Context: an optimization exercise on an open-source flow, tuned for small area. The choices shown serve that exercise and are no tape-out recipe.
No functional check of the RTL was part of this run.
No activity file was given, so power comes from the tool's default toggle rates.

### design.v
module mse_quantizer (
    input  wire [15:0] raw,
    output reg  [15:0] q
);
    localparam integer Q_FSV    = 20480;
    localparam integer Q_BUCKET = 2520;
    localparam integer QC12     = 100000;
    localparam [15:0] L0  = (0      * Q_FSV) / QC12;
    localparam [15:0] L1  = (5946   * Q_FSV) / QC12;
    localparam [15:0] L2  = (12246  * Q_FSV) / QC12;
    localparam [15:0] L3  = (18921  * Q_FSV) / QC12;
    localparam [15:0] L4  = (25992  * Q_FSV) / QC12;
    localparam [15:0] L5  = (33484  * Q_FSV) / QC12;
    localparam [15:0] L6  = (41421  * Q_FSV) / QC12;
    localparam [15:0] L7  = (49831  * Q_FSV) / QC12;
    localparam [15:0] L8  = (58740  * Q_FSV) / QC12;
    localparam [15:0] L9  = (68179  * Q_FSV) / QC12;
    localparam [15:0] L10 = (78180  * Q_FSV) / QC12;
    localparam [15:0] L11 = (88775  * Q_FSV) / QC12;
    localparam [15:0] L12 = (100000 * Q_FSV) / QC12;
    wire        neg = raw[15];
    wire [16:0] m   = neg ? (17'd0 - {raw[15], raw}) : {1'b0, raw};
    reg [3:0]  idx;
    reg [15:0] level;
    always @* begin
        if      (m >= 17'(12 * Q_BUCKET)) idx = 4'd12;
        else if (m >= 17'(11 * Q_BUCKET)) idx = 4'd11;
        else if (m >= 17'(10 * Q_BUCKET)) idx = 4'd10;
        else if (m >= 17'(9  * Q_BUCKET)) idx = 4'd9;
        else if (m >= 17'(8  * Q_BUCKET)) idx = 4'd8;
        else if (m >= 17'(7  * Q_BUCKET)) idx = 4'd7;
        else if (m >= 17'(6  * Q_BUCKET)) idx = 4'd6;
        else if (m >= 17'(5  * Q_BUCKET)) idx = 4'd5;
        else if (m >= 17'(4  * Q_BUCKET)) idx = 4'd4;
        else if (m >= 17'(3  * Q_BUCKET)) idx = 4'd3;
        else if (m >= 17'(2  * Q_BUCKET)) idx = 4'd2;
        else if (m >= 17'(1  * Q_BUCKET)) idx = 4'd1;
        else                              idx = 4'd0;
        case (idx)
            4'd0:    level = L0;
            4'd1:    level = L1;
            4'd2:    level = L2;
            4'd3:    level = L3;
            4'd4:    level = L4;
            4'd5:    level = L5;
            4'd6:    level = L6;
            4'd7:    level = L7;
            4'd8:    level = L8;
            4'd9:    level = L9;
            4'd10:   level = L10;
            4'd11:   level = L11;
            default: level = L12;
        endcase
        q = neg ? (16'd0 - level) : level;
    end
endmodule
module mse_core (
    input  wire        clk,
    input  wire        rst,
    input  wire        cmd_valid,
    output wire        cmd_ready,
    input  wire [31:0] cmd,
    output wire        rsp_valid,
    output wire [15:0] rsp,
    output wire        rsp_err
);
    localparam [3:0] OP_INIT = 4'h1, OP_SETFN = 4'h2, OP_SETMODE = 4'h3,
                     OP_SETPAR = 4'h4, OP_CPYPAR = 4'h5, OP_PROC = 4'h6,
                     OP_BUF = 4'h7, OP_CFG = 4'h8, OP_QNT = 4'h9,
                     OP_LEDF = 4'hA, OP_LEDN = 4'hB;
    localparam [3:0] F_RIZM = 4'd0, F_PAL_W = 4'd1, F_PAL_A = 4'd2, F_PAL_C = 4'd3,
                     F_BM_A = 4'd4, F_BM_B = 4'd5, F_BM_C = 4'd6, F_BM_D = 4'd7;
    localparam signed [17:0] BM_SENTINEL = -18'sd32256;
    localparam [19:0] RIZM_SUB_A = {4'b1111, 4'b1011, 4'b1010, 4'b1000, 4'b0000};
    localparam [19:0] RIZM_SUB_B = {4'b1101, 4'b0110, 4'b0101, 4'b0010, 4'b0000};
    logic [3:0][15:0]  par;           
    logic [3:0]        func;
    logic              mode;          
    logic [7:0]        chan;
    logic [4:0]        rz_sela, rz_selb;
    logic [14:0]       rz_bal;
    logic [15:0]       rz_lvl;
    logic [2:0]        rz_step;
    logic [15:0][15:0] pal_val;
    logic [4:0]        pal_count;
    logic [3:0]        pal_idx;
    logic [4:0]        pal_lastw;
    logic              pal_held;
    logic [15:0]       pal_s1, pal_offset;
    logic [14:0]       pal_metro, pal_compose, pal_decompose;
    logic [15:0][15:0] bm_val;
    logic [4:0]        bm_count;
    logic [3:0]        bm_idx;
    logic [1:0]        bm_frame;
    logic [3:0][15:0]  bm_snap;
    logic              bm_flip;
    logic [15:0]       bm_lastq;
    logic              ready_q;
    logic              cp_active;     
    logic [2:0]        cp_size;
    logic [2:0]        cp_cnt;        
    logic              cp_bad;
    logic [3:0][15:0]  cp_buf;
    logic              rsp_valid_q;
    logic [15:0]       rsp_q;
    logic              rsp_err_q;
    assign cmd_ready = ready_q;
    assign rsp_valid = rsp_valid_q;
    assign rsp       = rsp_q;
    assign rsp_err   = rsp_err_q;
    wire        xfer = cmd_valid & ready_q;
    wire [3:0]  opc  = cmd[31:28];
    wire [7:0]  fa   = cmd[23:16];
    wire [15:0] imm  = cmd[15:0];
    wire        g1r  = fa[1];      
    wire        g2   = fa[2];      
    wire        g2r  = fa[3];      
    logic legal;
    always_comb begin
        legal = 1'b0;
        if (cmd[27:24] == 4'd0) begin
            case (opc)
                OP_INIT:    legal = (imm == 16'd0);
                OP_SETFN:   legal = (fa[7:3] == 5'd0) && (imm == 16'd0);    
                OP_SETMODE: legal = (fa[7:1] == 7'd0) && (imm == 16'd0);
                OP_SETPAR:  legal = (fa[7:2] == 6'd0);
                OP_CPYPAR:  legal = (fa[7:3] == 5'd0) && (imm == 16'd0) && (fa[2:0] <= 3'd4);
                OP_PROC:    legal = (imm == 16'd0);
                OP_BUF, OP_CFG, OP_LEDF, OP_LEDN:
                            legal = (fa == 8'd0) && (imm == 16'd0);
                OP_QNT:     legal = (fa == 8'd0);
                default:    legal = 1'b0;
            endcase
        end
    end
    wire        cp_last   = cp_active && (cp_cnt + 3'd1 == cp_size);
    wire        cp_bad_n  = cp_bad | (cmd[31:16] != 16'd0);
    logic [3:0][15:0] cp_vals;
    always_comb begin
        cp_vals = cp_buf;
        cp_vals[cp_cnt[1:0]] = cmd[15:0];
    end
    logic       exec;         
    logic       exec_ok;      
    logic [3:0] exec_op;
    always_comb begin
        exec    = 1'b0;
        exec_ok = 1'b0;
        exec_op = opc;
        if (xfer) begin
            if (cp_active) begin
                exec    = cp_last;
                exec_ok = ~cp_bad_n;
                exec_op = OP_CPYPAR;
            end else if (!(legal && opc == OP_CPYPAR && fa[2:0] != 3'd0)) begin
                exec    = 1'b1;
                exec_ok = legal;
            end
        end
    end
    wire  [15:0] qnt_in;
    wire  [15:0] qnt_out;
    mse_quantizer u_qnt (.raw(qnt_in), .q(qnt_out));
    logic [3:0]  bmp_idx;
    logic [1:0]  bmp_frame;
    logic        bmp_flip;
    logic [15:0] bmp_raw;
    logic        bm_frame_role;
    logic [1:0]  nframes, bframe;
    logic [3:0]  bi, bn, bbase;
    logic        bflip;
    logic [15:0] raw;
    always_comb begin
        bm_frame_role = (func == F_BM_A) || (func == F_BM_B);
        nframes       = (func == F_BM_B) ? 2'd3 : 2'd2;
        bi     = ({1'b0, bm_idx} >= bm_count) ? 4'd0 : bm_idx;
        bframe = bm_frame;
        bflip  = bm_flip;
        bn     = 4'd0;
        if (g2r) begin
            if (bm_frame_role) begin
                bframe = (bframe + 2'd1 >= nframes) ? 2'd0 : bframe + 2'd1;
            end else begin
                bflip = ~bflip;
                if (!bflip) begin
                    bn = ({1'b0, bi} + 5'd1 >= bm_count) ? 4'd0 : bi + 4'd1;
                    if ($signed({{2{bm_val[bn][15]}}, bm_val[bn]}) <= BM_SENTINEL) bn = 4'd0;
                    bi = bn;
                end
            end
        end
        bbase = (func == F_BM_B) ? {bframe, 2'b00} : 4'd0;
        if (g1r) begin
            bn = ({1'b0, bi} + 5'd1 >= bm_count) ? 4'd0 : bi + 4'd1;
            if ($signed({{2{bm_val[bbase + bn][15]}}, bm_val[bbase + bn]}) <= BM_SENTINEL) bn = 4'd0;
            bi = bn;
        end
        if (!bm_frame_role) bframe = bi[3:2];
        bmp_idx   = bi;
        bmp_frame = bframe;
        bmp_flip  = bflip;
        raw = bm_val[bbase + bi];
        if (bflip) raw = (raw == 16'h8000) ? 16'h7FFF : (16'd0 - raw);
        bmp_raw = raw;
    end
    assign qnt_in = (opc == OP_QNT) ? imm : bmp_raw;
    logic [3:0][15:0]  n_par;
    logic [3:0]        n_func;
    logic              n_mode;
    logic [7:0]        n_chan;
    logic [4:0]        n_rz_sela, n_rz_selb;
    logic [14:0]       n_rz_bal;
    logic [15:0]       n_rz_lvl;
    logic [2:0]        n_rz_step;
    logic [15:0][15:0] n_pal_val;
    logic [4:0]        n_pal_count;
    logic [3:0]        n_pal_idx;
    logic [4:0]        n_pal_lastw;
    logic              n_pal_held;
    logic [15:0]       n_pal_s1, n_pal_offset;
    logic [14:0]       n_pal_metro, n_pal_compose, n_pal_decompose;
    logic [15:0][15:0] n_bm_val;
    logic [4:0]        n_bm_count;
    logic [3:0]        n_bm_idx;
    logic [1:0]        n_bm_frame;
    logic [3:0][15:0]  n_bm_snap;
    logic              n_bm_flip;
    logic [15:0]       n_bm_lastq;
    logic [15:0]       result;
    logic              do_cfg;
    logic [3:0][15:0]  e;
    logic [20:0]       sel_prod;
    logic [7:0]        mask_a, mask_b;
    logic [2:0]        s;
    logic [15:0]       contrib_a;
    logic signed [17:0] sum18;
    logic [3:0]        pi;
    logic signed [17:0] acc;
    logic signed [15:0] x16;
    logic signed [15:0] pulse;
    logic signed [31:0] scaled;
    logic [4:0]        cap;
    logic [4:0]        slot_addr;
    always_comb begin
        n_par = par; n_func = func; n_mode = mode; n_chan = chan;
        n_rz_sela = rz_sela; n_rz_selb = rz_selb; n_rz_bal = rz_bal;
        n_rz_lvl = rz_lvl; n_rz_step = rz_step;
        n_pal_val = pal_val; n_pal_count = pal_count; n_pal_idx = pal_idx;
        n_pal_lastw = pal_lastw; n_pal_held = pal_held; n_pal_s1 = pal_s1;
        n_pal_offset = pal_offset; n_pal_metro = pal_metro;
        n_pal_compose = pal_compose; n_pal_decompose = pal_decompose;
        n_bm_val = bm_val; n_bm_count = bm_count; n_bm_idx = bm_idx;
        n_bm_frame = bm_frame; n_bm_snap = bm_snap; n_bm_flip = bm_flip;
        n_bm_lastq = bm_lastq;
        result = 16'd0;
        do_cfg = 1'b0;
        e = '0; sel_prod = '0; mask_a = '0; mask_b = '0; s = '0;
        contrib_a = '0; sum18 = '0; pi = '0; acc = '0; x16 = '0; pulse = '0;
        scaled = '0; slot_addr = '0; cap = '0;
        if (exec && exec_ok) begin
            case (exec_op)
                OP_INIT: begin
                    n_chan = fa;
                    n_par  = {4{16'h8000}};
                    n_mode = 1'b0;
                    n_func = F_RIZM;
                    n_rz_step = 3'd0;
                    n_pal_val = '0; n_pal_idx = 4'd0; n_pal_lastw = 5'd0;
                    n_pal_held = 1'b0; n_pal_count = 5'd1; n_pal_s1 = 16'd0;
                    n_pal_offset = 16'd0; n_pal_metro = 15'd0;
                    n_pal_compose = 15'd0; n_pal_decompose = 15'd0;
                    n_bm_val = '0; n_bm_idx = 4'd0; n_bm_frame = 2'd0;
                    n_bm_snap = {4{16'h8000}}; n_bm_flip = 1'b0;
                    n_bm_lastq = 16'd0; n_bm_count = 5'd8;
                    do_cfg = 1'b1;
                end
                OP_SETFN: begin
                    n_func = fa[3:0];
                    if (fa[3:0] == F_RIZM) begin
                        n_rz_step = 3'd0;
                    end else if (fa[3:0] <= F_PAL_C) begin
                        n_pal_val = '0; n_pal_idx = 4'd0; n_pal_lastw = 5'd0;
                        n_pal_held = 1'b0; n_pal_count = 5'd1; n_pal_s1 = 16'd0;
                        n_pal_offset = 16'd0; n_pal_metro = 15'd0;
                        n_pal_compose = 15'd0; n_pal_decompose = 15'd0;
                    end else begin
                        n_bm_val = '0; n_bm_idx = 4'd0; n_bm_frame = 2'd0;
                        n_bm_snap = {4{16'h8000}}; n_bm_flip = 1'b0;
                        n_bm_lastq = 16'd0; n_bm_count = 5'd8;
                    end
                    do_cfg = 1'b1;
                end
                OP_SETMODE: begin
                    n_mode = fa[0];
                    do_cfg = 1'b1;
                end
                OP_SETPAR: begin
                    n_par[fa[1:0]] = imm;
                    do_cfg = 1'b1;
                end
                OP_CPYPAR: begin
                    if (cp_active) begin
                        if (cp_size > 3'd0) n_par[0] = cp_vals[0];
                        if (cp_size > 3'd1) n_par[1] = cp_vals[1];
                        if (cp_size > 3'd2) n_par[2] = cp_vals[2];
                        if (cp_size > 3'd3) n_par[3] = cp_vals[3];
                    end
                    do_cfg = 1'b1;
                end
                OP_CFG: do_cfg = 1'b1;
                default: ;
            endcase
        end
        if (do_cfg) begin
            e[0] = n_par[0];
            e[1] = n_par[1];
            e[2] = n_par[2];
            e[3] = n_par[3];
            if (n_mode) begin
                case (n_func)
                    F_RIZM:  begin e[2] = 16'h8000; e[3] = 16'hC000; end
                    F_PAL_W: begin e[2] = 16'h8000; e[3] = 16'h8000; end
                    F_PAL_A: begin e[2] = 16'h8000; e[3] = 16'h2000; end
                    F_PAL_C: begin e[2] = n_par[1]; e[3] = 16'h8000; end
                    F_BM_D:  begin e[2] = n_par[0]; e[3] = 16'hFFFF; end
                    default: begin e[2] = n_par[0]; e[3] = n_par[1]; end   
                endcase
            end
            if (n_func == F_RIZM) begin
                sel_prod  = 21'(e[0]) * 21'd25;
                n_rz_sela = (sel_prod[20:16] > 5'd24) ? 5'd24 : sel_prod[20:16];
                sel_prod  = 21'(e[1]) * 21'd25;
                n_rz_selb = (sel_prod[20:16] > 5'd24) ? 5'd24 : sel_prod[20:16];
                n_rz_bal  = e[2][15:1];
                n_rz_lvl  = e[3] ^ 16'h8000;
            end else if (n_func <= F_PAL_C) begin
                n_pal_count     = 5'd1 + {1'b0, e[0][15:12]};
                n_pal_s1        = e[1] ^ 16'h8000;
                n_pal_offset    = e[2] ^ 16'h8000;
                n_pal_metro     = e[3][15:1];
                n_pal_compose   = e[1][15:1];
                n_pal_decompose = e[2][15:1];
            end else begin
                cap = (n_func == F_BM_B) ? 5'd12 : 5'd8;
                for (int k = 0; k < 4; k++) begin
                    if (!(n_func == F_BM_D && k == 3)) begin
                        if (e[k] != n_bm_snap[k]) begin
                            slot_addr = {1'b0, n_bm_frame, 2'(k)};
                            if (slot_addr < cap)
                                n_bm_val[slot_addr[3:0]] = e[k] ^ 16'h8000;
                            n_bm_snap[k] = e[k];
                        end
                    end
                end
                case (n_func)
                    F_BM_B:  n_bm_count = 5'd4;
                    F_BM_D:  n_bm_count = 5'd1 + {2'b0, e[3][15:13]};
                    default: n_bm_count = 5'd8;
                endcase
            end
        end
        if (exec && exec_ok) begin
            case (exec_op)
                OP_QNT: begin
                    result = qnt_out;
                end
                OP_LEDF: begin
                    if (func >= F_BM_A) begin
                        if (func == F_BM_B)
                            result = (bm_frame == 2'd0) ? 16'd85 :
                                     (bm_frame == 2'd1) ? 16'd170 : 16'd255;
                        else
                            result = (bm_frame == 2'd0) ? 16'd127 : 16'd255;
                    end
                end
                OP_LEDN: begin
                    if (func >= F_BM_A)
                        result = {8'd0, ~bm_lastq[15], bm_lastq[14:8]};
                end
                OP_PROC: begin
                    if (func == F_RIZM) begin
                        s = rz_step;
                        if (g1r) s = s + 3'd1;
                        if (g2r) s = 3'd0;
                        n_rz_step = s;
                        mask_a = {RIZM_SUB_A[4*(rz_sela / 5) +: 4], RIZM_SUB_A[4*(rz_sela % 5) +: 4]};
                        mask_b = {RIZM_SUB_B[4*(rz_selb / 5) +: 4], RIZM_SUB_B[4*(rz_selb % 5) +: 4]};
                        if (mask_a[3'd7 - s])
                            contrib_a = (s < 3'd4) ? (16'd32767 - {1'b0, rz_bal}) : {1'b0, rz_bal};
                        else
                            contrib_a = 16'd0;
                        sum18 = $signed({2'b00, contrib_a});
                        if (mask_b[3'd7 - s])
                            sum18 = sum18 + $signed({{2{rz_lvl[15]}}, rz_lvl});
                        if (sum18 > 18'sd32767)       result = 16'h7FFF;
                        else if (sum18 < -18'sd32768) result = 16'h8000;
                        else                          result = sum18[15:0];
                    end else if (func <= F_PAL_C) begin
                        pi = ({1'b0, pal_idx} >= pal_count) ? 4'd0 : pal_idx;
                        if (g1r) begin
                            if (func == F_PAL_C && !pal_held) begin
                                acc = $signed({2'b00, n_pal_val[pi]}) - $signed({3'b000, pal_decompose});
                                if (acc < 0) n_pal_val[pi] = 16'd0;
                                else         n_pal_val[pi] = acc[15:0];
                            end
                            pi = ({1'b0, pi} + 5'd1 >= pal_count) ? 4'd0 : pi + 4'd1;
                            if (func == F_PAL_C) n_pal_held = 1'b0;
                        end
                        n_pal_idx = pi;
                        if (func == F_PAL_W) begin
                            if (g2r) n_pal_val[pi] = pal_s1;
                        end else begin
                            if (g2) begin
                                if (func == F_PAL_C) n_pal_held = 1'b1;
                                if (pal_lastw != {1'b1, pi}) begin
                                    if (func == F_PAL_A)
                                        acc = $signed({2'b00, n_pal_val[pi]}) + $signed({{2{pal_s1[15]}}, pal_s1});
                                    else
                                        acc = $signed({2'b00, n_pal_val[pi]}) + $signed({3'b000, pal_compose});
                                    if (acc < 0)                n_pal_val[pi] = 16'd0;
                                    else if (acc > 18'sd32767)  n_pal_val[pi] = 16'h7FFF;
                                    else                        n_pal_val[pi] = acc[15:0];
                                    n_pal_lastw = {1'b1, pi};
                                end
                            end else begin
                                n_pal_lastw = 5'd0;
                            end
                        end
                        x16 = $signed(n_pal_val[pi]);
                        if (func == F_PAL_W && $signed(pal_s1) > x16) x16 = $signed(pal_s1);
                        if (func == F_PAL_A) begin
                            if (pi == 4'd0)
                                pulse = $signed({1'b0, pal_metro});
                            else if (!pal_count[0] && {1'b0, pi} == (pal_count >> 1))
                                pulse = $signed({2'b00, pal_metro[14:1]});
                            else
                                pulse = 16'sd0;
                            acc = $signed({{2{x16[15]}}, x16}) + $signed({{2{pal_offset[15]}}, pal_offset})
                                + $signed({{2{pulse[15]}}, pulse});
                            if (acc > 18'sd32767)       x16 = 16'sh7FFF;
                            else if (acc < -18'sd32768) x16 = 16'sh8000;
                            else                        x16 = acc[15:0];
                        end
                        scaled = 32'(x16) * 32'sd40960;
                        result = scaled[31:16];
                    end else begin
                        n_bm_idx   = bmp_idx;
                        n_bm_frame = bmp_frame;
                        n_bm_flip  = bmp_flip;
                        n_bm_lastq = qnt_out;
                        result     = qnt_out;
                    end
                end
                default: ;    
            endcase
        end
    end
    always_ff @(posedge clk) begin
        if (rst) begin
            par <= {4{16'h8000}}; func <= F_RIZM; mode <= 1'b0; chan <= 8'd0;
            rz_sela <= 5'd12; rz_selb <= 5'd12; rz_bal <= 15'd16384;
            rz_lvl <= 16'd0; rz_step <= 3'd0;
            pal_val <= '0; pal_count <= 5'd1; pal_idx <= 4'd0; pal_lastw <= 5'd0;
            pal_held <= 1'b0; pal_s1 <= 16'd0; pal_offset <= 16'd0;
            pal_metro <= 15'd0; pal_compose <= 15'd0; pal_decompose <= 15'd0;
            bm_val <= '0; bm_count <= 5'd8; bm_idx <= 4'd0; bm_frame <= 2'd0;
            bm_snap <= {4{16'h8000}}; bm_flip <= 1'b0; bm_lastq <= 16'd0;
            ready_q <= 1'b0;
            cp_active <= 1'b0; cp_size <= 3'd0; cp_cnt <= 3'd0; cp_bad <= 1'b0;
            cp_buf <= '0;
            rsp_valid_q <= 1'b0; rsp_q <= 16'd0; rsp_err_q <= 1'b0;
        end else begin
            par <= n_par; func <= n_func; mode <= n_mode; chan <= n_chan;
            rz_sela <= n_rz_sela; rz_selb <= n_rz_selb; rz_bal <= n_rz_bal;
            rz_lvl <= n_rz_lvl; rz_step <= n_rz_step;
            pal_val <= n_pal_val; pal_count <= n_pal_count; pal_idx <= n_pal_idx;
            pal_lastw <= n_pal_lastw; pal_held <= n_pal_held; pal_s1 <= n_pal_s1;
            pal_offset <= n_pal_offset; pal_metro <= n_pal_metro;
            pal_compose <= n_pal_compose; pal_decompose <= n_pal_decompose;
            bm_val <= n_bm_val; bm_count <= n_bm_count; bm_idx <= n_bm_idx;
            bm_frame <= n_bm_frame; bm_snap <= n_bm_snap; bm_flip <= n_bm_flip;
            bm_lastq <= n_bm_lastq;
            ready_q <= 1'b1;
            if (xfer) begin
                if (cp_active) begin
                    cp_buf[cp_cnt[1:0]] <= cmd[15:0];
                    cp_bad <= cp_bad_n;
                    cp_cnt <= cp_cnt + 3'd1;
                    if (cp_last) cp_active <= 1'b0;
                end else if (legal && opc == OP_CPYPAR && fa[2:0] != 3'd0) begin
                    cp_active <= 1'b1;
                    cp_size   <= fa[2:0];
                    cp_cnt    <= 3'd0;
                    cp_bad    <= 1'b0;
                end
            end
            rsp_valid_q <= exec;
            rsp_q       <= exec_ok ? result : 16'd0;
            rsp_err_q   <= exec & ~exec_ok;
        end
    end
endmodule
### run.sh
#!/bin/bash
# synth_recipe.tcl (not shown) runs the flow's synth.tcl, then flattens the netlist and writes it again
# the make line also repeats each setting of config.mk as NAME=value (left out here)
make -C /OpenROAD-flow-scripts/flow DESIGN_CONFIG=/design/flow/config.mk WORK_HOME=/design/flow/orfs CLKGATE_MAP_FILE= SYNTH_SCRIPT=/design/flow/synth_recipe.tcl finish
### constraint.sdc
create_clock -name core_clock -period 40.0 [get_ports {clk}]
set_input_delay 8.0000 -clock core_clock [delete_from_list [all_inputs] [get_ports {clk}]]
set_output_delay 8.0000 -clock core_clock [all_outputs]
set_load 0.01 [all_outputs]
### config.mk
export PLATFORM = sky130hd
export DESIGN_NAME = mse_core
export DESIGN_NICKNAME = mse_core
export VERILOG_FILES = /design/flow/design.v
export SDC_FILE = /design/flow/constraint.sdc
export NUM_CORES = 4
export LEC_CHECK = 0
export CAP_MARGIN = 20
export CORE_MARGIN = 2
export CORE_UTILIZATION = 20
export PLACE_DENSITY = 0.4
export SLEW_MARGIN = 20
==> results.toml <==
[placed_design]
placed_cell_area_mm2 = 0.0818
place.port_buffers = 53
place_hpwl_mm = 320
post-place-cells = 15500
routabilityCongestion = 0.996

[cts]
cts_resized = 0
cts_hold_buf = 0
cts.clk_slew.worst_paths_ns = 0.06
post-cts-setup-buffers = 0
cts.sinks = 892
cts_tree = "built"
cts-buffers-inserted = 113
root_buffer = "clkbuf_16"
clockBufferDepth = 3
clk_latency_ns = 0.84
cts_max_level = 3

[sta]
setup_viol = 0
grt_setup_unrepaired = "false"
slew_headroom = 0.0969
fin_crit_ns = 34.67
worstMarginPinSlew_ns = 1.34
tns_ns = 0
fmax_mhz = 28.8
hold_viol_final = 0
timing.hold.ws_ns = 0.451
fin_skew_ns = 0.0492
drv_slew = 0
min_period_over_period = 0.867

[worst_setup_path]
critical_path_class = "in2reg"
cpPeakStageDelay_ns = 0.96
worstPathRequired_ns = 40.73
critPathArrivalTime_ns = 35.40
cp-start-kind = "primary input"
end_kind = "flip-flop"
worst-path-max-fanout = 65
cp_slowest_cell = "nor2_1"
crit_path_frequent_cell = "a21oi_1"

[status]
status = "timing/DRC/antenna clean"

[cells_and_area]
finish.instance_area_mm2 = 0.0860
mostFrequentLayoutCells = "nand2_1 (1632), a21oi_1 (1316), nor2_1 (1268)"
area.growth.synth_to_final_pct = 14.7
nNetsFinal = 11100
drive_above_1_share = 0.0814
final_common_cell = "nand2_1"
instances_no_fill = 15800

[route]
post_drt_wl_per_cell_um = 29.7
routed_via_density = 5.65
drc = 0
ant_nets = 0
drtIter0Drc = 12300
routed_wl_mm = 468
via_count = 89100
firstDrtPassIters = 8

[global_routing]
antenna_found_initial = 33
grt_max_degree = 173
overflow = 0
grt_pass1_vias = 81500
grt_use_met1 = 0.301
busiest_layer = "met2"
grtUsageMet2 = 0.352
met3_usage = 0.0500
grt_usage = 0.235
grt_pass1_wl_mm = 650

[yosys]
yosysTopAreaCellShare = 0.238
synth-seq-cells = 892
synth_seq_area_share = 0.238
synth.distinct_cells = 121
synth_edf_count = 0
postSynthAreaPerCell_um2 = 6.79
ys.flop_type = "dfxtp_1"
synthCells = 11000
yosysTopAreaCell = "dfxtp_1"
synthArstFlopShare = 0
synthesis.area_mm2 = 0.0749
synth_area_leaders = "dfxtp_1 (24%), a21oi_1 (8.8%), nand2_1 (8.2%), nor2_1 (6.5%), ha_1 (4.9%)"
syn-num-nets = 11400
synth_warnings = 2

[power_and_ir_drop]
ir_drop_mv = 0.0385
p_leak_uw = 0.0309
p_per_area_mw_per_mm2 = 26.1

[worst_hold_path]
hold_path_class = "reg2reg"

[die]
coreArea_mm2 = 0.373
start_util = 0.201
die_w_um = 616
ios = 54
die_h_um = 616
fp-row-count = 224
die-area_mm2 = 0.380

[flow_run]
maxCapViolCount = 0
## state kept, by name, summed over array words and instances (netlist names), 16 cells and up
signal	cells
bm_val	256
pal_val	256
bm_snap	64
cp_buf	64
par	64
pal_offset	16
pal_s1	16
rsp_q	16
rz_lvl	16
## path summary, 6_finish.rpt
| path | slack (ns) | cells after the start | from | to |
|---|---|---|---|---|
| max reg2reg | 12.86 | 126 | pal_idx[0]$_SDFF_PP0_ | rsp_q[15]$_SDFF_PP0_ |
| min | 0.45 | 2 | bm_count[1]$_SDFF_PP0_ | bm_count[1]$_SDFF_PP0_ |
| min reg2reg | 0.45 | 2 | bm_count[1]$_SDFF_PP0_ | bm_count[1]$_SDFF_PP0_ |
| max | 5.33 | 122 | cmd[4] | rsp_q[15]$_SDFF_PP0_ |
## power breakdown
group / switching [µW] / internal [µW] / total, µW / leakage [µW]
Combinational: 153 / 62.8 / 215 / 0.0218
Clock: 502 / 635 / 1140 / 0.00193
Sequential: 0.419 / 888 / 889 / 0.00718
## cell type report
cell class,count,area (µm²)
fillers,42100,287000
clock inverters,64,774
well taps,4972,6220
clock buffers,150,3190
diodes,27,67.6
repair buffers,478,3820
multi-input cells,8914,53000
inverters,278,1050
flip-flops and latches,892,17900
## metal layers
| layer | vias to the layer above | routed length [µm] |
|---|---|---|
| met5 | - | 75 |
| met3 | 1555 | 43500 |
| met2 | 5403 | 197000 |
| met4 | 10 | 37100 |
| met1 | 42900 | 190000 |
| li1 | 39200 | - |
## stage by stage
stage	utilization	power (µW)	setup WS, ns
floorplan	-	1040	8.10
global placement	0.220	1120	5.13
CTS	0.230	2250	5.61
detailed placement	0.220	1120	4.90
finish	0.231	2240	5.33
global route	0.230	2300	3.08
## synth_stat cells (43+ instances only)
cell type	count
a211oi_1	183
a21o_1	77
a21oi_1	1324
a221oi_1	63
a22oi_1	314
a311oi_1	77
a31oi_1	165
and2_1	158
and3_1	163
buf_1	104
clkbuf_1	810
dfxtp_1	892
fa_1	43
ha_1	295
inv_1	271
mux2i_1	189
nand2_1	1636
nand2b_1	73
nand3_1	505
nor2_1	1296
nor2b_1	147
nor3_1	167
o211ai_1	89
o21ai_0	576
o221ai_1	98
o22a_1	60
o22ai_1	169
o31ai_1	46
or3_1	53
xnor2_1	162
## cells by family (layout without fill, tap and decap cells)
kind of cell / after synthesis / count (layout) / share of synthesized area
compound gates: 3749 / 3749 / 0.321
flops: 892 / 892 / 0.238
simple gates: 4412 / 4412 / 0.264
other cells: 0 / 27 / 0
mux: 214 / 214 / 0.0304
fa+ha+maj: 338 / 338 / 0.0607
buf+inv: 1227 / 970 / 0.0627
xor+xnor: 201 / 201 / 0.0236
## critical path, delay by kind of cell
family	cells	cell delay, ns
AO/OA/AOI/OAI	75	14.62
multiplexers	1	0.29
buffers and inverters	8	2.44
adder cells (fa/ha/maj)	9	2.98
XOR/XNOR	2	0.17
AND/OR/NAND/NOR	27	6.78

## re-timing with driven ports
How much do the figures lean on ideal ports? The routed layout below was timed once more, with nothing changed but the port constraints.
Step 1, drivers: a clkbuf_16 drives clk and a buf_2 each remaining input, both assumed.
Step 2, shift: input delay + t, output delay - t, t = (earliest + latest rising clock arrival at the registers) / 2. This alone moves slack from input paths to output paths.
Slacks: no drivers / after step 1 / after step 2; pairs: no drivers / after step 1.
shift t [ns]: 0.938
slack for setup (ns): 5.328 / 5.424 / 4.486
cell pins on the clock port's net: 1
After both steps this run still meets setup and hold. For this run, drivers alone change the setup slack by +0.096 ns; drivers and shift together by -0.842 ns.
